This design comes from an exercise in tuning for small area, a short achievable clock period and few clock cycles per item on the open sky130 flow, not from production work.
Function was not checked in any run shown here: the RTL went through the layout flow alone.
No activity file was given, so power comes from the tool's default toggle rates.

**flow/config.mk**
```make
export PLATFORM = sky130hd
export DESIGN_NAME = ct_meas
export DESIGN_NICKNAME = ct_meas
export VERILOG_FILES = /design/flow/design.v
export SDC_FILE = /design/flow/constraint.sdc
export NUM_CORES = 4
export LEC_CHECK = 0
export CAP_MARGIN = 20
export CORE_MARGIN = 2
export CORE_UTILIZATION = 40
export SLEW_MARGIN = 20
```
**flow/constraint.sdc**
```tcl
create_clock -name core_clock -period 10.0 [get_ports {clk}]
set_input_delay 2.0000 -clock core_clock [delete_from_list [all_inputs] [get_ports {clk}]]
set_output_delay 2.0000 -clock core_clock [all_outputs]
set_load 0.01 [all_outputs]
```
**flow/design.v**
```verilog
module ct_meas (
    input  wire        clk,
    input  wire        rst,         
    input  wire        start,       
    input  wire        mode,        
    input  wire [1:0]  chan,        
    input  wire [15:0] raw,         
    output wire        ready,
    output reg         done,
    output reg         accept,
    output reg  [1:0]  chan_next,
    output wire [34:0] ohms,
    output wire [15:0] vmv,
    output wire [27:0] digits,      
    output reg         alert
);
    localparam [1:0] S_IDLE = 2'd0,
                     S_INIT = 2'd1,
                     S_DIV  = 2'd2,
                     S_CORR = 2'd3;
    localparam [26:0] VDIV = 27'd48904255;     
    reg [1:0]  state;
    reg [15:0] s;
    reg [1:0]  ch;
    reg        md;
    reg        slo, shi;       
    reg        al;             
    reg        nodiv;          
    reg [26:0] rem;            
    reg [5:0]  cnt;            
    reg        first;
    reg        xb;             
    reg        qd;             
    reg [34:0] q;
    reg [27:0] bcd;
    reg        vneg;
    wire neg  = s[15];
    wire last = (cnt == 6'd1);
    assign ohms   = q;
    assign vmv    = q[15:0] ^ {16{vneg}};
    assign digits = bcd;
    assign ready = (state == S_IDLE) || (state == S_CORR) ||
                   (state == S_INIT && nodiv) ||
                   (state == S_DIV && last && md && !neg);
    wire take = start && ready;
    wire signed [15:0] sraw = raw;
    wire in_lo  = (sraw <= 16'sd8000);
    wire in_hi  = (sraw >= 16'sd24000);
    wire in_pos = !raw[15] && (raw != 16'd0);
    wire in_acc = (!in_lo && !in_hi) || (chan == 2'd3 && in_lo) ||
                  (chan == 2'd0 && in_hi);
    reg [15:0] thr;
    always @(*) begin
        case (chan)
            2'd0:    thr = 16'd30294;
            2'd1:    thr = 16'd32499;
            2'd2:    thr = 16'd32741;
            default: thr = 16'd32764;
        endcase
    end
    wire in_al    = !mode && (sraw > $signed(thr));
    wire in_nodiv = !mode && (!in_acc || !in_pos);
    wire       acc_i = md || (!slo && !shi) || (ch == 2'd3 && slo) ||
                       (ch == 2'd0 && shi);
    wire [1:0] cn_i  = (md || acc_i) ? ch : slo ? ch + 2'd1 : ch - 2'd1;
    reg [3:0] blen;
    integer j;
    always @(*) begin
        blen = 4'd0;
        for (j = 0; j < 15; j = j + 1)
            if (s[j]) blen = j[3:0] + 4'd1;
    end
    reg [15:0] r_init;
    reg [5:0]  k_init;
    always @(*) begin
        case ({ch, blen})
            {2'd0, 4'd13}: begin r_init = 16'd3944; k_init = 6'd14; end
            {2'd0, 4'd14}: begin r_init = 16'd7888; k_init = 6'd13; end
            {2'd0, 4'd15}: begin r_init = 16'd15776; k_init = 6'd12; end
            {2'd1, 4'd13}: begin r_init = 16'd2437; k_init = 6'd18; end
            {2'd1, 4'd14}: begin r_init = 16'd4875; k_init = 6'd17; end
            {2'd1, 4'd15}: begin r_init = 16'd9750; k_init = 6'd16; end
            {2'd2, 4'd13}: begin r_init = 16'd3125; k_init = 6'd21; end
            {2'd2, 4'd14}: begin r_init = 16'd6250; k_init = 6'd20; end
            {2'd2, 4'd15}: begin r_init = 16'd12500; k_init = 6'd19; end
            {2'd3, 4'd1}: begin r_init = 16'd0; k_init = 6'd36; end
            {2'd3, 4'd2}: begin r_init = 16'd1; k_init = 6'd35; end
            {2'd3, 4'd3}: begin r_init = 16'd2; k_init = 6'd34; end
            {2'd3, 4'd4}: begin r_init = 16'd5; k_init = 6'd33; end
            {2'd3, 4'd5}: begin r_init = 16'd10; k_init = 6'd32; end
            {2'd3, 4'd6}: begin r_init = 16'd20; k_init = 6'd31; end
            {2'd3, 4'd7}: begin r_init = 16'd40; k_init = 6'd30; end
            {2'd3, 4'd8}: begin r_init = 16'd81; k_init = 6'd29; end
            {2'd3, 4'd9}: begin r_init = 16'd163; k_init = 6'd28; end
            {2'd3, 4'd10}: begin r_init = 16'd326; k_init = 6'd27; end
            {2'd3, 4'd11}: begin r_init = 16'd652; k_init = 6'd26; end
            {2'd3, 4'd12}: begin r_init = 16'd1304; k_init = 6'd25; end
            {2'd3, 4'd13}: begin r_init = 16'd2609; k_init = 6'd24; end
            {2'd3, 4'd14}: begin r_init = 16'd5218; k_init = 6'd23; end
            {2'd3, 4'd15}: begin r_init = 16'd10437; k_init = 6'd22; end
            default: begin r_init = 16'bx; k_init = 6'bx; end
        endcase
    end
    wire [26:0] rem_init = md ? {1'b0, {s, 10'd746} ^ {26{neg}}} : {11'd0, r_init};
    wire [5:0]  cnt_init = md ? 6'd15 : k_init;
    wire [5:0]  cnt_nx   = (state == S_INIT) ? cnt_init : cnt - 6'd1;
    reg [19:0] kc;
    always @(*) begin
        case (ch)
            2'd0:    kc = 20'd986;
            2'd1:    kc = 20'd9750;
            2'd2:    kc = 20'd100000;
            default: kc = 20'd668000;
        endcase
    end
    wire [14:0] vtail = neg ? 15'd25600 : 15'd8192;
    wire [5:0]  kidx  = cnt_nx - 6'd17;
    wire        xb_nx = md ? vtail[cnt_nx[3:0] - 4'd1]
                           : (cnt_nx >= 6'd17 && kc[kidx[4:0]]);
    wire        sgn   = rem[26];
    wire [26:0] t     = {rem[25:0], xb};
    wire [26:0] dvs   = md ? VDIV : {11'd0, s};
    wire [26:0] rem_n = t + (dvs ^ {27{!sgn}}) + {26'd0, !sgn};
    wire        qb    = !rem_n[26];
    reg [27:0] bcd_adj;
    integer i;
    always @(*) begin
        for (i = 0; i < 7; i = i + 1)
            bcd_adj[4*i +: 4] = (bcd[4*i +: 4] >= 4'd5) ? bcd[4*i +: 4] + 4'd3
                                                        : bcd[4*i +: 4];
    end
    wire [34:0] addk  = md ? 35'd0 : (35'd0 - {15'd0, kc});
    wire [34:0] q_cor = q + addk + {34'd0, !md && qd};
    reg [27:0] kb;
    always @(*) begin
        case ({md, ch})
            3'd0:    kb = 28'h9999014;
            3'd1:    kb = 28'h9990250;
            3'd2:    kb = 28'h9900000;
            3'd3:    kb = 28'h9332000;
            default: kb = 28'h0000000;
        endcase
    end
    reg [27:0] bcd_cor;
    reg        bc;
    reg [4:0]  dsum;
    always @(*) begin
        bc = md || qd;
        for (i = 0; i < 7; i = i + 1) begin
            dsum = {1'b0, bcd[4*i +: 4]} + {1'b0, kb[4*i +: 4]} + {4'd0, bc};
            if (dsum >= 5'd10) begin
                bcd_cor[4*i +: 4] = dsum[3:0] - 4'd10;
                bc = 1'b1;
            end else begin
                bcd_cor[4*i +: 4] = dsum[3:0];
                bc = 1'b0;
            end
        end
    end
    always @(posedge clk) begin
        if (take) begin
            s     <= raw;
            ch    <= chan;
            md    <= mode;
            slo   <= in_lo;
            shi   <= in_hi;
            al    <= in_al;
            nodiv <= in_nodiv;
        end
        rem   <= (state == S_INIT) ? rem_init : rem_n;
        cnt   <= cnt_nx;
        xb    <= xb_nx;
        first <= (state == S_INIT);
        qd    <= qb;
        if (state == S_INIT) begin
            accept    <= acc_i;
            chan_next <= cn_i;
            alert     <= al;
            vneg      <= md && neg;
        end
        if (state == S_DIV && !(last && !md)) begin
            q   <= first ? {34'd0, qb} : {q[33:0], qb};
            bcd <= first ? {27'd0, qb} : {bcd_adj[26:0], qb};
        end
        if (state == S_CORR) begin
            q   <= q_cor;
            bcd <= bcd_cor;
        end
        if (rst) begin
            state <= S_IDLE;
            done  <= 1'b0;
        end else begin
            done <= 1'b0;
            case (state)
                S_IDLE: if (take) state <= S_INIT;
                S_INIT: begin
                    if (nodiv) begin
                        done  <= 1'b1;
                        state <= take ? S_INIT : S_IDLE;
                    end else
                        state <= S_DIV;
                end
                S_DIV: begin
                    if (last) begin
                        if (md && !neg) begin
                            done  <= 1'b1;
                            state <= take ? S_INIT : S_IDLE;
                        end else
                            state <= S_CORR;
                    end
                end
                default: begin       
                    done  <= 1'b1;
                    state <= take ? S_INIT : S_IDLE;
                end
            endcase
        end
    end
endmodule
```
**flow/run.sh**
```bash
#!/bin/bash
# synth_recipe.tcl (not shown) runs the flow's synth.tcl, then flattens the netlist and writes it again
# the make line also repeats each setting of config.mk as NAME=value (left out here)
make -C /OpenROAD-flow-scripts/flow DESIGN_CONFIG=/design/flow/config.mk WORK_HOME=/design/flow/orfs CLKGATE_MAP_FILE= SYNTH_SCRIPT=/design/flow/synth_recipe.tcl finish
```
==> run summary, run 1 <==
- Routability congestion estimate: a little under 0.9
- Failed Checks: negative setup slack
- Max Cap Violations: 0
- Share of layout cells above drive strength 1: roughly 12%
- Total track usage: between 20% and 30%
- Worst r2r path cells: 61
- Pwr dens: approximately 300 mW/mm²
- Number of standard cells after synthesis: roughly 1,400
- Vias in the first global route: about 10,000
- Ports: between 100 and 150
- Starting Density: a little over 40%
- RSZ-0062 raised after global routing: true
- Post-route DRC: 0
- Syn nets: about 1,500
- Initial DRT Pass Iterations: 6
- Worst setup SP type: register
- Fin nets: about 1,700
- TritonCTS Buffers: 17
- Worst Setup End Kind: register
- DP Wirelength: ~24,000 µm
- Antenna cells: 0
- Synthesis-to-layout area growth: 23.80%
- Clock Path Buffers: 2
- Post-synthesis sequential area ratio: 29.61%
- Final Skew: 0.01344 ns
- Global-route wire length before repair: 52,360 µm
- LEAKAGE: 5.848 nW
- Ys flop type: edfxtp_1
- RR Startpoint: ch[0]
- Post-synth EDFFs: 91
- Final Hold Fails: 0
- Synth Register Bits: 130
- Synth top area cells: edfxtp_1 23%, ha_1 14%, dfxtp_1 6.6%, xnor2_1 6.2%, a21oi_1 5.1%
- Worst path required time: 10.16 ns
- Relative slew slack: 23.26%
- Routed Antenna Nets: 0
- Antenna violations before repair: 0
- CTS Sinks: 130
- CTS tree: done
- HP Class: register to register
- Worst-margin pin slew: between 1 and 1.5 ns
- Worst Path Arrival: roughly 11 ns
- Die Span Y: 176.2 µm
- Unique cell type count in the Yosys netlist: 85
- Dominant cell type by area after synthesis: edfxtp_1
- Core area: around 0.03 mm²
- H-tree depth: 4
- Fin util: 49.96%
- Clk root buf: clkbuf_16
- Flop-to-flop setup slack: -0.64 ns
- Worst hold path depth: 0
- Placement Rows: 63
- Die X: between 150 and 200 µm
- Final period util: 106.4%
- CTS hold repair buffers: 0
- Tmin final: 10.64 ns
- Post-Route WL: roughly 33,000 µm
- DRT iter0 DRCs: around 780
- Grt total ovfl: 0
- Peak VDD IR: ~0.00013 V
- Status: finished with violations
- Crit-path max FO: 3
- FF-to-FF End: bcd[27]
- Stages on worst setup path: 61
- Synth warn: 1
- Die ar.: about 0.031 mm²
- Ys async rst share: 0%
- Clk latency of the worst-skew pair: 0.43 ns
- Final setup vio count: 3
- WL per Instance: between 15 and 20 µm
- Port Buffer Count: ~110
- Critical Path End: bcd[27]
- Max-slew violation count: 0
- Max Clock Freq: around 0.094 GHz
- Largest net degree at the start of global routing: 64
- Worst-path clk slew: around 0.07 ns
- Synth Area per Inst: between 8 and 9 µm²
- CP max stage cell: fa_2
- CP max stage delay: 0.57 ns
- Synth top area share: between 20% and 30%
- Delay-heaviest family, CP: adder cells
- Final instance area: approximately 0.015 mm²
- Critical Path Most Common Cell: fa_2
- Via Count: about 11,000
- Dpl cell area: around 0.014 mm²
- CP Class: register to register
- Vias per cell: ~5.6
- Setup ws final: -0.6440 ns
- Netlist Area Pre-Place: approximately 0.012 mm²
- Buf+Inv Stages, Crit Path: 10
- Critical path origin: ch[0]
==> timing repair <==
action,in CTS,in global routing
buffers inserted,7,1
setup endpoints to repair,4,6
pin swaps,28,3
gates cloned,0,0
resized for setup,15,8
==> cells in the mapped netlist, drive strengths merged (11+ instances only) <==
library cell  number
buf               11
o21a              11
fa                11
clkbuf            42
a21o              27
xor2              59
o21ai             86
nand3             22
a31oi             19
nand2b            19
a211oi            16
nand2            106
inv               76
nor2b             22
xnor2             84
o22ai             42
nor3b             15
or3               12
edfxtp            91
nor3              28
ha               136
dfxtp             39
nor2             102
a21oi            122
==> how the worst min path moves through the flow <==
stage	start	to	slack [ns]
floorplan	al	alert	0.40
global placement	al	alert	0.43
detailed placement	al	alert	0.41
CTS	al	alert	0.44
global route	al	alert	0.45
finish	al	alert	0.44
==> power by group <==
group | internal (W) | switching (W) | total, W
Clock | 0.000400 | 0.000282 | 0.000682
Combinational | 0.00131 | 0.00152 | 0.00284
Sequential | 0.000783 | 0.000143 | 0.000926
==> cells by family after synthesis <==
group,Yosys count,share of synthesized area (%)
AO/OA/AOI/OAI,417,22.37
XOR/XNOR,143,10.56
adder cells (fa/ha/maj),147,16.20
buffers and inverters,132,4.514
flip-flops,130,29.61
multiplexers,8,0.8015
other,1,0.03161
AND/OR/NAND/NOR,381,15.91
==> registers in the layout, summed over array words and instances (netlist names), 2 cells and up <==
signal,flops
q,35
bcd,28
rem,27
s,16
cnt,6
ch,2
chan_next,2
state,2
==> layout make-up <==
cell class | count | area [µm²]
repair buffers | 176 | 1590
inverters | 79 | 316.6
well taps | 390 | 488.0
fillers | 2756 | 14710
flip-flops and latches | 130 | 3513
clock buffers | 17 | 425.4
multi-input cells | 1097 | 8162
clock inverters | 15 | 192.7
==> metrics by stage <==
step,hold slack (ns),power (W),TNS (ns),setup WS [ns],std cells
after floorplan,0.4003,0.002961,-4.628,-1.378,1359
after global placement,0.4265,0.003650,-2.390,-0.8412,1864
after detailed placement,0.4139,0.003679,-3.386,-1.142,1864
after CTS,0.4417,0.004428,-1.930,-0.6597,1903
after global routing,0.4536,0.004820,-3.455,-1.144,1904
final,0.4391,0.004445,-1.866,-0.6440,1904
==> cell usage in the layout (no fill, tap or decap), types with 27 or more instances in the layout <==
master           count
a21o_1              27
a21oi_1            121
buf_4               69
clkdlybuf4s50_1    106
dfxtp_1             39
edfxtp_1            91
ha_1               122
inv_1               66
nand2_1             98
nor2_1             100
nor3_1              27
o21ai_0             81
o22ai_1             42
xnor2_1             81
xor2_1              56
==> metal layers <==
metal	track usage (%)	part of all wire, %	vias up
met2	33.81	45	260
met4	5.269	1.3	0
li1	-	-	5267
met5	0	0	-
met1	29.55	49	5074
met3	3.316	4.7	30
==> worst reg2reg max path: cells and delay by family (launching register included) <==
kind / cells / cell delay, ns
adder cells (fa/ha/maj): 19 / 5.01
flip-flops: 1 / 0.49
AO/OA/AOI/OAI: 13 / 1.88
XOR/XNOR: 5 / 0.86
AND/OR/NAND/NOR: 14 / 1.42
buffers and inverters: 10 / 0.72
==> inputs of run 2 (changes only) <==
--- a/flow/design.v
+++ b/flow/design.v
@@ -20,6 +20,28 @@
                      S_CORR = 2'd3;
     localparam [26:0] VDIV = 27'd48904255;     
     reg [1:0]  state;
+    function automatic [26:0] add27(input [26:0] a, input [26:0] b, input ci);
+        integer n;
+        reg c;
+        begin
+            c = ci;
+            for (n = 0; n < 27; n = n + 1) begin
+                add27[n] = a[n] ^ b[n] ^ c;
+                c = (a[n] & b[n]) | (c & (a[n] ^ b[n]));
+            end
+        end
+    endfunction
+    function automatic [34:0] add35(input [34:0] a, input [34:0] b, input ci);
+        integer n;
+        reg c;
+        begin
+            c = ci;
+            for (n = 0; n < 35; n = n + 1) begin
+                add35[n] = a[n] ^ b[n] ^ c;
+                c = (a[n] & b[n]) | (c & (a[n] ^ b[n]));
+            end
+        end
+    endfunction
     reg [15:0] s;
     reg [1:0]  ch;
     reg        md;
@@ -120,7 +142,7 @@
     wire        sgn   = rem[26];
     wire [26:0] t     = {rem[25:0], xb};
     wire [26:0] dvs   = md ? VDIV : {11'd0, s};
-    wire [26:0] rem_n = t + (dvs ^ {27{!sgn}}) + {26'd0, !sgn};
+    wire [26:0] rem_n = add27(t, dvs ^ {27{!sgn}}, !sgn);
     wire        qb    = !rem_n[26];
     reg [27:0] bcd_adj;
     integer i;
@@ -130,7 +152,7 @@
                                                         : bcd[4*i +: 4];
     end
     wire [34:0] addk  = md ? 35'd0 : (35'd0 - {15'd0, kc});
-    wire [34:0] q_cor = q + addk + {34'd0, !md && qd};
+    wire [34:0] q_cor = add35(q, addk, !md && qd);
     reg [27:0] kb;
     always @(*) begin
         case ({md, ch})
==> run summary, run 2 <==
- LEAKAGE: 5.508 nW (-5.8%)
- Dominant cell type by area after synthesis: edfxtp_1
- Starting Density: 40.69% (+0.34 points)
- CP max stage delay: 0.51 ns (-0.06 ns)
- CTS tree: done
- Worst-path clk slew: 0.06 ns (about the same)
- Worst Setup End Kind: register
- Netlist Area Pre-Place: 0.01060 mm² (-11%)
- Largest Register: q
- Unique cell type count in the Yosys netlist: 76 (-11%)
- Ys async rst share: 0% (unchanged)
- Core area: 0.02606 mm² (-11%)
- CP max stage cell: edfxtp_1
- Final Skew: 0.01168 ns (-0.001760 ns)
- CP Class: register to register
- Fillers: 2,372 (-14%)
- Routability congestion estimate: 0.9007 (+2.2%)
- H-tree depth: 4 (unchanged)
- Ys flop type: edfxtp_1
- Worst path required time: 10.14 ns (-0.02 ns)
- Failed Checks: negative setup slack
- Synthesis-to-layout area growth: 30.94%
- Most frequent cell after synthesis: inv_1
- Synth Area per Inst: 9.631 µm² (+10%)
- Syn nets: 1,269 (-17%)
- Max Cap Violations: 0 (unchanged)
- TritonCTS Buffers: 17 (unchanged)
- Post-synth EDFFs: 91 (unchanged)
- Total track usage: 19.74% (-1.3 points)
- Critical Path Most Common Cell: fa_2
- Max reg flops: 35 (unchanged)
- DRT iter0 DRCs: 566 (-27%)
- Setup ws final: -3.240 ns (-2.596 ns)
- Antenna cells: 0 (unchanged)
- Worst hold path depth: 0 (unchanged)
- RSZ-0062 raised after global routing: true
- Worst Path Arrival: 13.38 ns (+2.57 ns)
- Vias per cell: 5.298 (-5.1%)
- Worst-margin pin slew: 1.027 ns (-0.09521 ns)
- Commonest cells in the netlist: 125 x inv_1, 91 x edfxtp_1, 79 x ha_1
- Final Hold Fails: 0 (unchanged)
- Synth warn: 1 (unchanged)
- Placement Rows: 59 (-6.3%)
- Ports: 107 (unchanged)
- WL per Instance: 16.36 µm (-4.4%)
- Fin cells: 1,651 (-13%)
- Synth top area share: 25.77% (+2.7 points)
- HP Class: register to register
- Peak VDD IR: 0.0001271 V (-0.58%)
- Synth top area cells: edfxtp_1 26%, fa_1 13%, ha_1 9.3%, dfxtp_1 7.4%, xnor2_1 5.1%
- Die X: 166.8 µm (-5.3%)
- Port Buffer Count: 106 (unchanged)
- Status: finished with violations
- Top flop regs: q: 35 flops, bcd: 28 flops, rem: 27 flops
- Max-slew violation count: 0 (unchanged)
- Dpl cells: 1,589 (-15%)
- Fin nets: 1,471 (-12%)
- Synth Register Bits: 130 (unchanged)
- Worst hold start: al
- Post-synthesis sequential area ratio: 33.13% (+3.5 points)
- Worst setup SP type: register
- Clock Path Buffers: 2 (unchanged)
- Global-route wire length before repair: 44,360 µm (-15%)
- Endpoint, Worst Hold: alert
- Die Span Y: 166.8 µm (-5.3%)
- Antenna violations before repair: 0 (unchanged)
- Share of layout cells above drive strength 1: 23.02% (+11 points)
- Final setup vio count: 22 (+19)
- FF-to-FF End: q[34]
- Routed Antenna Nets: 0 (unchanged)
- Commonest non-fill, non-tap cell in the layout: buf_4
- Crit-path max FO: 4 (+1)
- Die ar.: 0.02783 mm² (-10%)
- Vias in the first global route: 8,514 (-16%)
- Pwr dens: 274.7 mW/mm² (-9.2%)
- Post-Place Worst Slack: -3.332 ns (-2.190 ns)
- RR Startpoint: ch[0]
- Final period util: 132.4% (+26 points)
- Post-route DRC: 0 (unchanged)
- Initial DRT Pass Iterations: 5 (-1)
- CTS Sinks: 130 (unchanged)
- Clk latency of the worst-skew pair: 0.43 ns (about the same)
- Tmin final: 13.24 ns (+2.596 ns)
- Max Clock Freq: 0.07553 GHz (-20%)
- Commonest non-fill, non-tap cells in the layout: 131 x buf_4, 119 x inv_1, 106 x clkdlybuf4s50_1
- Grt total ovfl: 0 (unchanged)
- Via Count: 8,747 (-18%)
- Number of standard cells after synthesis: 1,101 (-19%)
- Relative slew slack: 31.47% (+8.2 points)
- Post-Route WL: 27,010 µm (-17%)
- Flop-to-flop setup slack: -3.24 ns (-2.60 ns)
- Clk root buf: clkbuf_16
- Largest net degree at the start of global routing: 64 (unchanged)
- Worst r2r path cells: 42 (-31%)
- DP Wirelength: 19,480 µm (-19%)
## run 2: changes by cell type after synthesis, sizes merged, moves of 12 or more
cell   before  now
nand3      22   10
nor2      102   71
nor3       28    9
o21ai      86   60
ha        136   79
a21o       27    8
a21oi     122   60
xnor2      84   62
xor2       59   31
o22ai      42   58
inv        76  125
or3        12   25
nand2     106   71
fa         11   67
## run 2: per-stage QoR
step                      setup TNS, ns  hold slack (ns)  cell area (µm²)  utilization (%)  total power [W]
after detailed placement         -32.97           0.4089            12870            49.39         0.003067
after global placement           -30.81           0.4082            12870            49.39         0.003013
after CTS                        -26.67           0.4254            13800            52.95         0.003804
after floorplan                  -41.04           0.4003            10870                -         0.002359
final                            -26.39           0.4218            13880            53.28         0.003815
after global routing             -35.76           0.4309            13880            53.28         0.004163
## run 2: logic make-up after synthesis
family,after synthesis,synth area share [%]
and+or+nand+nor,260,12.31
xor gates and xnor gates,93,7.681
buffers and inverters,184,6.678
DFF,130,33.13
muxes,11,1.074
AOI/OAI and AO/OA,277,17.16
adders and majority gates,146,21.97
## run 2: repair_timing
action                     in CTS  in global routing
hold buffers                    0                  0
buffers inserted               25                  4
setup endpoints to repair      25                 25
gates resized for setup        37                 16
gates cloned                    1                  0
pin swaps                      32                  7
## run 2: area by class of cell
type / instances / area, µm² / area share, %
flip-flops and latches: 130 / 3513 / 25.30
multi-input cells: 787 / 6797 / 48.95
inverters: 127 / 485.5 / 3.496
clock buffers: 17 / 425.4 / 3.064
clock inverters: 15 / 136.4 / 0.9822
repair buffers: 240 / 2108 / 15.18
well taps: 335 / 419.2 / 3.019
## run 2: report_power, final
| group | internal (W) | leakage, nW | switching [W] |
|---|---|---|---|
| sequential | 0.000780 | 1.17 | 0.000113 |
| combinational | 0.00115 | 4.06 | 0.00117 |
| clock | 0.000344 | 0.271 | 0.000264 |
## run 2: per-layer routing
| layer | GRT usage [%] | vias to the layer above | wire length, µm |
|---|---|---|---|
| li1 | - | 4263 | - |
| met1 | 26.41 | 4201 | 12430 |
| met2 | 33.06 | 248 | 12870 |
| met3 | 3.327 | 35 | 1237 |
| met4 | 5.547 | 0 | 475 |
| met5 | 0 | - | 0 |
## run 2: worst max-delay path: cells and delay by family (launching register included)
family,cells,cell delay [ns]
and+or+nand+nor,2,0.36
xor gates and xnor gates,2,0.28
AOI/OAI and AO/OA,1,0.09
buffers and inverters,3,0.21
DFF,1,0.51
adders and majority gates,34,11.48
## run 2: worst max path at each step
stage / end / start / cells after the start
final: q[34] / ch[0] / 42
after detailed placement: q[34] / ch[0] / 42
after CTS: q[34] / ch[1] / 42
after floorplan: q[34] / md / 44
after global routing: q[34] / ch[0] / 42
after global placement: q[34] / ch[0] / 42

==> separate check: timing with driven ports <==
The results above use ideal ports. As a check the final layouts listed here were re-extracted and re-timed, cells and wires unchanged. Step 1 assumes that a clkbuf_16 drives the clock port and a buf_2 every other input. Step 2 times the ports against the registers' clock, not the clock port: input delays grow and output delays shrink by t, the midpoint of the rising clock arrivals with the driver on. a / b / c = no drivers / after step 1 / after step 2; a / b = the first two.
| run | shift t [ns] | setup WS [ns] | clock arrival spread, ns | slew at the worst register clock pin (ns) |
|---|---|---|---|---|
| run 1 | 0.474 | -0.644 / -0.644 / -0.644 | 0.014 / 0.014 | 0.07 / 0.07 |
| run 2 | 0.475 | -3.240 / -3.240 / -3.240 | 0.012 / 0.012 | 0.07 / 0.07 |
